Source: an optimization exercise on an open RTL-to-GDS flow (aim: small area and a short achievable clock period). Production flows keep margins and buffers that such runs may drop.
No functional check of the RTL was part of this run.
Power figures rest on the tool's default switching activity, not on a simulated workload.

## flow/design.v

```verilog
module pwroff_engine (
    input  wire        clk,
    input  wire        rst_n,         
    input  wire [31:0] base,
    input  wire [31:0] tick_rate,
    input  wire        trig_valid,
    input  wire [7:0]  trig_reason,
    output wire        ret_valid,
    output wire        ret_handled,
    input  wire        ret_ready,
    output wire        bus_valid,
    output wire        bus_write,
    output wire [31:0] bus_addr,
    output wire [7:0]  bus_wdata,
    input  wire        bus_ready,
    input  wire [7:0]  bus_rdata,
    output wire        slp_valid,
    output wire [6:0]  slp_units,
    input  wire        slp_ready,
    output wire        diag_valid,
    output wire [7:0]  diag_code,
    output wire [31:0] diag_data,
    input  wire        diag_ready,
    output wire [31:0] status
);
    localparam [3:0] S_IDLE         = 4'd0;
    localparam [3:0] S_CFG          = 4'd1;
    localparam [3:0] S_TX_POLL      = 4'd2;
    localparam [3:0] S_TX_WRITE     = 4'd3;
    localparam [3:0] S_RX_POLL      = 4'd4;
    localparam [3:0] S_RX_SLEEP     = 4'd5;
    localparam [3:0] S_RX_DATA      = 4'd6;
    localparam [3:0] S_DIAG_SHORT   = 4'd7;
    localparam [3:0] S_SETTLE_FLUSH = 4'd8;
    localparam [3:0] S_DIAG_CSUM    = 4'd9;
    localparam [3:0] S_DIAG_NAK     = 4'd10;
    localparam [3:0] S_POST_OK      = 4'd11;
    localparam [3:0] S_DIAG_EXH     = 4'd12;
    localparam [3:0] S_EXH_SLEEP    = 4'd13;
    localparam [3:0] S_RETURN       = 4'd14;
    localparam [3:0] S_DONE         = 4'd15;
    reg  [3:0]  st;
    reg         pend;        
    reg         hs;          
    reg         lsr;         
    reg         nh;          
    reg         flt;         
    reg  [1:0]  cmd;
    reg  [1:0]  att;
    reg  [2:0]  fl;          
    reg         fm;          
    reg  [5:0]  cnt;         
    reg  [3:0]  k;           
    reg         cf;          
    reg  [7:0]  acc;
    reg  [31:0] R;
    reg  [29:0] A;
    wire st_bus  = (st == S_CFG) || (st == S_TX_POLL) || (st == S_TX_WRITE) ||
                   (st == S_RX_POLL) || (st == S_RX_DATA);
    wire st_slp  = (st == S_RX_SLEEP) || (st == S_SETTLE_FLUSH) ||
                   (st == S_POST_OK) || (st == S_EXH_SLEEP);
    wire st_diag = (st == S_DIAG_SHORT) || (st == S_DIAG_CSUM) ||
                   (st == S_DIAG_NAK) || (st == S_DIAG_EXH);
    wire st_ret  = (st == S_RETURN);
    wire fire = pend && ((st_bus && bus_ready) || (st_slp && slp_ready) ||
                         (st_diag && diag_ready) || (st_ret && ret_ready));
    assign bus_valid  = pend && st_bus;
    assign slp_valid  = pend && st_slp;
    assign diag_valid = pend && st_diag;
    assign ret_valid  = (pend && st_ret) || nh;
    assign ret_handled = !nh;
    assign bus_write = st[0];                        
    assign bus_addr  = {A, 2'b00};
    assign bus_wdata = R[31:24];
    wire   u1   = !st[3];                            
    wire   u10  = st[3] && st[0];                    
    wire   u100 = st[3] && !st[0];                   
    assign slp_units = {u100, u100, 1'b0, u10, u100, u10, u1};
    assign diag_code = {5'd0, st[3] && st[2], st[3] && !st[2], st[1]};
    assign diag_data = R;
    wire rd = (st == S_RETURN) || (st == S_DONE);
    wire sh0 = (cmd != 2'd0) || rd;
    wire sh1 = (cmd == 2'd2) || rd;
    wire sh2 = rd;
    wire [2:0] cfg_j = (st == S_CFG) ? cnt[2:0] : ((st == S_IDLE) ? 3'd0 : 3'd7);
    assign status = {flt, 6'd0, flt, 4'b0000,
                     sh2 && fl[2], sh2 && !fl[2],
                     sh1 && fl[1], sh1 && !fl[1],
                     sh0 && fl[0], sh0 && !fl[0],
                     2'b00, att, cmd, 1'b0, cfg_j, st};
    reg [2:0] idx;
    always @(*) begin
        case (st)
            S_CFG:
                case (cnt[2:0])
                    3'd0: idx = 3'd3;    
                    3'd1: idx = 3'd0;    
                    3'd2: idx = 3'd1;    
                    3'd3: idx = 3'd3;    
                    3'd4: idx = 3'd1;    
                    3'd5: idx = 3'd2;    
                    default: idx = 3'd4;  
                endcase
            S_TX_POLL, S_RX_POLL: idx = 3'd5;    
            default: idx = 3'd0;                 
        endcase
    end
    always @(posedge clk)
        A <= base[31:2] + {27'd0, idx};
    wire       dividing = (st == S_CFG) && fm;
    wire [7:0] addb = dividing ? 8'd181 : R[7:0];            
    wire       cin  = cf && (st == S_CFG) && !fm;
    wire [8:0] sum  = {1'b0, acc} + {1'b0, addb} + {8'd0, cin};
    wire       ge   = sum[8];                                
    wire       tbit = tick_rate[5'd31 - cnt[4:0]];
    reg [7:0] txb;
    always @(*) begin
        if (fm)
            txb = 8'hFF;
        else
            case ({cmd, cnt[1:0]})
                4'b0000: txb = 8'h01;
                4'b0001: txb = 8'h35;
                4'b0010: txb = 8'h00;
                4'b0011: txb = 8'hCA;
                4'b0100: txb = 8'h00;
                4'b0101: txb = 8'h0C;
                4'b0110: txb = 8'hF4;
                4'b1000: txb = 8'h00;
                4'b1001: txb = 8'h06;
                default: txb = 8'hFA;
            endcase
    end
    reg [7:0] inb;
    always @(*) begin
        case (st)
            S_CFG:
                case (cnt[2:0])
                    3'd0: inb = 8'h83;
                    3'd1, 3'd2: inb = sum[7:0];
                    3'd3: inb = 8'h1B;
                    3'd5: inb = 8'h07;
                    default: inb = 8'h00;
                endcase
            S_TX_WRITE:   inb = txb;
            S_DIAG_SHORT: inb = (k == 4'd0) ? {6'd0, cnt[1:0]} : 8'h00;
            S_DIAG_EXH:   inb = (k == 4'd0) ? {6'd0, cmd} : 8'h00;
            S_DIAG_NAK:   inb = 8'h00;
            default:      inb = R[7:0];
        endcase
    end
    wire [7:0] ack1   = (cmd == 2'd0) ? 8'h35 : ((cmd == 2'd1) ? 8'h0C : 8'h06);
    wire       ack_ok = (R[7:0] == 8'h01) && (R[15:8] == ack1) && (R[23:16] == 8'h00);
    wire       csum_ok = (acc == 8'h00);
    wire [5:0] cnt1   = cnt + 6'd1;
    wire [5:0] txlen  = fm ? 6'd40 : ((cmd == 2'd0) ? 6'd4 : 6'd3);
    wire reason_ok = (trig_reason == 8'h01) || (trig_reason == 8'h02);
    wire prep = !pend && !hs;
    reg r_top, r_sh, r_q;    
    always @(*) begin
        r_top = 1'b0;
        r_sh  = 1'b0;
        r_q   = 1'b0;
        if (hs) begin
            if (st == S_CFG && cnt[2:0] == 3'd1)
                r_sh = 1'b1;                     
        end else if (prep) begin
            case (st)
                S_CFG:      if (fm) r_q = (cnt != 6'd20); else r_top = 1'b1;
                S_TX_WRITE: r_top = 1'b1;
                S_RX_DATA:  r_sh = (cnt < 6'd4);
                S_DIAG_SHORT, S_DIAG_NAK, S_DIAG_EXH: r_sh = 1'b1;
                S_DIAG_CSUM: r_sh = (k != 4'd4);
                default: ;
            endcase
        end
    end
    wire cap = fire && (st == S_RX_DATA) && (cnt < 6'd4);
    always @(posedge clk) begin
        if (cap)
            R[31:24] <= bus_rdata;
        else if (r_top || r_sh)
            R[31:24] <= inb;
        if (r_sh)
            R[23:0] <= R[31:8];
        else if (r_q)
            R[15:0] <= {R[14:0], ge};
    end
    always @(posedge clk) begin
        lsr <= (st == S_TX_POLL) ? bus_rdata[5] : bus_rdata[0];
        if (!rst_n) begin
            st   <= S_IDLE;
            pend <= 1'b0;
            hs   <= 1'b0;
            nh   <= 1'b0;
            flt  <= 1'b0;
            cmd  <= 2'd0;
            att  <= 2'd0;
            fl   <= 3'd0;
            fm   <= 1'b0;
            cnt  <= 6'd0;
            k    <= 4'd0;
            cf   <= 1'b0;
        end else begin
            hs <= fire;
            if (fire)
                pend <= 1'b0;
            if (nh && ret_ready)
                nh <= 1'b0;
            if ((st == S_IDLE || st == S_DONE) && trig_valid && !flt) begin
                if (!reason_ok) begin
                    nh <= 1'b1;
                end else if (st == S_DONE) begin
                    flt <= 1'b1;
                end else begin
                    st  <= S_CFG;
                    fm  <= 1'b1;
                    cnt <= 6'd0;
                    acc <= 8'd0;
                    cf  <= 1'b0;
                end
            end
            if (fire && st == S_RETURN)
                st <= S_DONE;
            if (hs) begin
                case (st)
                    S_CFG: begin
                        cnt <= cnt1;
                        if (cnt[2:0] == 3'd6) begin
                            cmd <= 2'd0;
                            att <= 2'd1;
                            fm  <= 1'b0;
                            cnt <= 6'd0;
                            st  <= S_TX_POLL;
                        end
                    end
                    S_TX_POLL:
                        if (lsr) st <= S_TX_WRITE;
                    S_TX_WRITE: begin
                        cnt <= cnt1;
                        if (cnt1 == txlen) begin
                            if (fm) begin
                                st <= S_SETTLE_FLUSH;
                            end else begin
                                cnt <= 6'd0;
                                k   <= 4'd1;
                                st  <= S_RX_POLL;
                            end
                        end else begin
                            st <= S_TX_POLL;
                        end
                    end
                    S_RX_SLEEP: begin
                        k  <= k + 4'd1;
                        st <= S_RX_POLL;
                    end
                    S_DIAG_SHORT: begin
                        fm  <= 1'b1;
                        cnt <= 6'd0;
                        st  <= S_TX_POLL;
                    end
                    S_SETTLE_FLUSH: begin
                        cnt <= 6'd0;
                        k   <= 4'd1;
                        st  <= S_RX_POLL;
                    end
                    S_DIAG_CSUM: begin
                        k  <= 4'd0;
                        st <= S_DIAG_NAK;
                    end
                    S_POST_OK, S_EXH_SLEEP: begin
                        fl[cmd] <= st[2];            
                        if (cmd != 2'd2) begin
                            cmd <= cmd + 2'd1;
                            att <= 2'd1;
                            fm  <= 1'b0;
                            cnt <= 6'd0;
                            st  <= S_TX_POLL;
                        end else begin
                            st <= S_RETURN;
                        end
                    end
                    S_DIAG_EXH: st <= S_EXH_SLEEP;
                    default: ;
                endcase
                if (st == S_RX_POLL && lsr)
                    st <= S_RX_DATA;
                else if (st == S_RX_POLL && k != 4'd10)
                    st <= S_RX_SLEEP;
                if (st == S_RX_DATA) begin
                    cnt <= cnt1;
                    k   <= 4'd1;
                    st  <= S_RX_POLL;
                end
                if ((st == S_RX_POLL && !lsr && k == 4'd10) ||
                    (st == S_RX_DATA && cnt1 == 6'd40) || (st == S_DIAG_NAK)) begin
                    k <= 4'd0;
                    if (fm || st == S_DIAG_NAK) begin
                        if (att != 2'd3) begin
                            att <= att + 2'd1;
                            fm  <= 1'b0;
                            cnt <= 6'd0;
                            st  <= S_TX_POLL;
                        end else begin
                            st <= S_DIAG_EXH;
                        end
                    end else if (cnt < 6'd4) begin
                        st <= S_DIAG_SHORT;
                    end else begin
                        acc <= 8'd0;
                        st  <= S_DIAG_CSUM;
                    end
                end
            end else if (prep) begin
                case (st)
                    S_IDLE, S_DONE: ;
                    S_CFG:
                        if (fm) begin
                            if (cnt != 6'd20) begin
                                acc <= {ge ? sum[6:0] : acc[6:0], tbit};
                                cnt <= cnt1;
                            end else begin
                                cf  <= ge;
                                acc <= 8'd0;
                                fm  <= 1'b0;
                                cnt <= 6'd0;
                            end
                        end else begin
                            if (cnt[2:0] == 3'd1 || cnt[2:0] == 3'd2)
                                cf <= sum[8];
                            pend <= 1'b1;
                        end
                    S_DIAG_SHORT, S_DIAG_NAK, S_DIAG_EXH: begin
                        k <= k + 4'd1;
                        if (k == 4'd3)
                            pend <= 1'b1;
                    end
                    S_DIAG_CSUM:
                        if (k != 4'd4) begin
                            acc <= sum[7:0];
                            k   <= k + 4'd1;
                        end else if (!csum_ok) begin
                            pend <= 1'b1;
                        end else if (ack_ok) begin
                            st <= S_POST_OK;
                        end else begin
                            k  <= 4'd0;
                            st <= S_DIAG_NAK;
                        end
                    default: pend <= 1'b1;
                endcase
            end
        end
    end
endmodule
```

## flow/run.sh

```bash
#!/bin/bash
# synth_recipe.tcl (not shown) runs the flow's synth.tcl, then flattens the netlist and writes it again
# the make line also repeats each setting of config.mk as NAME=value (left out here)
make -C /OpenROAD-flow-scripts/flow DESIGN_CONFIG=/design/flow/config.mk WORK_HOME=/design/flow/orfs CLKGATE_MAP_FILE= SYNTH_SCRIPT=/design/flow/synth_recipe.tcl finish
```

## flow/config.mk

```make
export PLATFORM = sky130hd
export DESIGN_NAME = pwroff_engine
export DESIGN_NICKNAME = pwroff_engine
export VERILOG_FILES = /design/flow/design.v
export SDC_FILE = /design/flow/constraint.sdc
export NUM_CORES = 4
export LEC_CHECK = 0
export CAP_MARGIN = 20
export CORE_MARGIN = 2
export CORE_UTILIZATION = 40
export SLEW_MARGIN = 20
```

## flow/constraint.sdc

```tcl
create_clock -name core_clock -period 20.0 [get_ports {clk}]
set_input_delay 4.0000 -clock core_clock [delete_from_list [all_inputs] [get_ports {clk}]]
set_output_delay 4.0000 -clock core_clock [all_outputs]
set_load 0.01 [all_outputs]
```

==> metrics.cfg <==
[status]
status = timing/DRC/antenna clean

[synth]
synth_area_leaders = edfxtp_1 (16%), dfxtp_1 (16%), ha_1 (4.5%), buf_4 (4.4%), a21oi_1 (3.1%)
yosys.area.top_type = edfxtp_1
synth_area_um2 = 7472
yosysMostFrequentCell = nand2_1
ys_warn_count = 1
synth_top_area_share_pct = 16.08
yosys.cell_types.count = 101
ys_seq_area_share_pct = 31.61
synth_edf_count = 40
synthCells = 825
synth_top_flop_cell = dfxtp_1
async_flop_share_pct = 0
syn_avg_cell_area_um2 = 9.057
synth_common_cells = nand2_1 (59), dfxtp_1 (58), nor2_1 (56)
ys_ff_latch = 98

[run]
max_cap_viol_count = 0

[global_routing]
grt_max_degree = 46
overflow = 0
first_global_vias = 6687
grt_use_total_pct = 24.07
antenna_found_initial = 0
grt_pass1_wl_um = 37830

[worst_setup_path]
worst-r2r-setup-slack_ns = 15.32
r2r_cells = 13
critPathArrivalTime_ns = 2.64
cp.required_ns = 16.00
start_kind = register
critPathMaxFanout = 45
end_kind = output port
crit-reg2reg-launch = st[0]
r2r-end = R[28]
crit_type = register to output port

[sta]
max_freq_mhz = 150.7
fin_crit_sh_pct = 33.19
maxSlewHeadroom_pct = 33.84
finalSetupViolCount = 0
fin_setup_tns_ns = 0
hold-worst-slack_ns = 0.4845
final_max_slew_viol_count = 0
rsz0062_at_grt = no
hold_viol = 0
min_period_ns = 6.637
worst_pin_slew_ns = 0.9833
fin_skew_ns = 0.01078

[place]
hpwl_um = 18280
gp_congestion = 0.9052
port_buffers = 188
place_area_um2 = 9274

[clock_network]
clock-sinks = 98
cts.path.max_buffers = 2
cts_resized = 0
cts_buffers = 9
cts_setup_buffers = 0
hold_buffers = 0
clk_pin_slew_ns = 0.08
clk_latency_ns = 0.36
ctsRootBufferMaster = clkbuf_16
h-tree-depth = 3
cts_tree = done

[layout]
drive_gt1_share_pct = 8.887
final_area_um2 = 9588
syn_to_final_growth_pct = 28.32
fin_util_pct = 52.83
n_antenna_cell = 0
num-nets-final = 1091
fillers = 1745

[drt]
vias = 7028
vias_per_cell = 5.818
wl_um = 24260
remaining_drc_errors = 0
drt_iter0_drc = 492
route.detailed.wl_per_inst_um = 20.08
ant_nets = 0
firstDrtPassIters = 5

[power_and_ir_drop]
powerDensity_nw_per_um2 = 47.01
vdd_drop_max_v = 0.00004010
power_frac_seq_pct = 47.5
p_leak_uw = 0.003581
switchingPower_uw = 114.4
p_clk_share_pct = 41.2
p_sw_share_pct = 25.39
internal_power_uw = 336.2
pwr-share-comb_pct = 11.3
fin_total_pwr_uw = 450.7

[worst_hold_path]
min_to = fl[0]
min_path_type = register to register
hold_start = fl[0]
whs_path_depth = 2

[die]
core-area_um2 = 18150
die_h_um = 140.7
boundaryPins = 212
die_w_um = 140.7
rows = 49
dieArea_um2 = 19790
initial_core_util_pct = 41.17

-- area by class of cell --
class / instances / area (µm²) / area share (%)
clock inverter: 6 / 63.81 / 0.6655
inverter: 35 / 131.4 / 1.370
multi-input combinational: 631 / 4529 / 47.24
clock buffer: 10 / 250.2 / 2.610
tap: 229 / 286.5 / 2.988
timing repair buffer: 199 / 1964 / 20.49
sequential: 98 / 2362 / 24.64
-- state kept, by name, indices dropped and copies added, names as in the netlist --
signal,count
A,30
R,32
acc,8
att,2
cf,1
cmd,2
cnt,6
fl,3
flt,1
fm,1
hs,1
k,4
lsr,1
nh,1
pend,1
st,4
-- per-stage QoR --
stage               std cells  worst slack, ns
finish                   1208            13.36
global route             1208            13.25
detailed placement       1192            13.40
floorplan                 845            14.22
global placement         1192            13.40
CTS                      1208            13.39
-- placed cells by master, fill, tap and decap left out, drive strengths merged, types with 24 or more instances in the layout --
master         instances
nand2                 61
xnor2                 25
ha                    27
nand3                 35
inv                   37
dfxtp                 58
o21ai                 34
a21oi                 49
clkdlybuf4s50        188
mux2                  24
nor2                  57
edfxtp                40
-- metal layers --
| metal | track usage [%] | share of wire, % | vias to the layer above |
|---|---|---|---|
| met5 | 0 | 0 | - |
| met4 | 5.789 | 1.5 | 0 |
| met3 | 6.386 | 8.7 | 39 |
| met2 | 39.38 | 46 | 306 |
| met1 | 31.86 | 43 | 3361 |
| li1 | - | - | 3322 |
-- power groups by stage --
stage / Sequential, µW / Clock [µW] / Combinational, µW
after floorplan: 219 / 0 / 21.3
after global placement: 218 / 0 / 50.3
after detailed placement: 219 / 0 / 50.6
after CTS: 214 / 190 / 50.8
after global routing: 214 / 197 / 54.9
final: 214 / 186 / 50.9
-- how the worst max path moves through the flow --
stage | from | cells after the start | endpoint
finish | st[1] | 5 | ret_valid
CTS | st[1] | 5 | ret_valid
global route | cmd[0] | 4 | status[15]
floorplan | base[2] | 9 | A[22]
global placement | base[2] | 10 | A[22]
detailed placement | base[2] | 10 | A[22]
-- logic make-up (layout without fill, tap and decap cells) --
| logic type | Yosys count | count (layout) | share of synthesized area (%) |
|---|---|---|---|
| AOI/OAI and AO/OA | 208 | 208 | 20.43 |
| xor gates and xnor gates | 40 | 40 | 4.689 |
| adders and majority gates | 30 | 30 | 5.325 |
| buffers and inverters | 116 | 250 | 8.774 |
| DFF | 98 | 98 | 31.61 |
| muxes | 39 | 39 | 6.798 |
| other | 1 | 21 | 0.05019 |
| and+or+nand+nor | 293 | 293 | 22.32 |
-- critical path, stage by stage, from the launching register on --
cell	delay [ns]
dfxtp_1	0.31
buf_4	0.42
nor2b_1	0.73
nand3_1	0.17
nand2_1	0.11
clkdlybuf4s50_1	0.53

-- what the ideal ports hide --
In the flow no input, the clock included, has a driving cell. The finished layout below was timed again as built, in two steps. Step 1: set_driving_cell puts a clkbuf_16 on clk and a buf_2 on each other input, an assumption about the parent block. Step 2 also shifts input and output timing later by t, the mid clock arrival at the registers, as if the neighbouring blocks saw the same clock. Slacks: no drivers / after step 1 / after step 2; pairs: no drivers / after step 1.
t (ns): 0.400
setup slack, ns: 13.362 / 13.320 / 13.408
worst setup path after step 2: input to register
clock arrival spread, ns: 0.012 / 0.012
slew at the worst register clock pin (ns): 0.08 / 0.08
After both steps setup and hold are still met in this run. For this run, drivers alone change the setup slack by -0.042 ns; drivers and shift together by +0.046 ns.
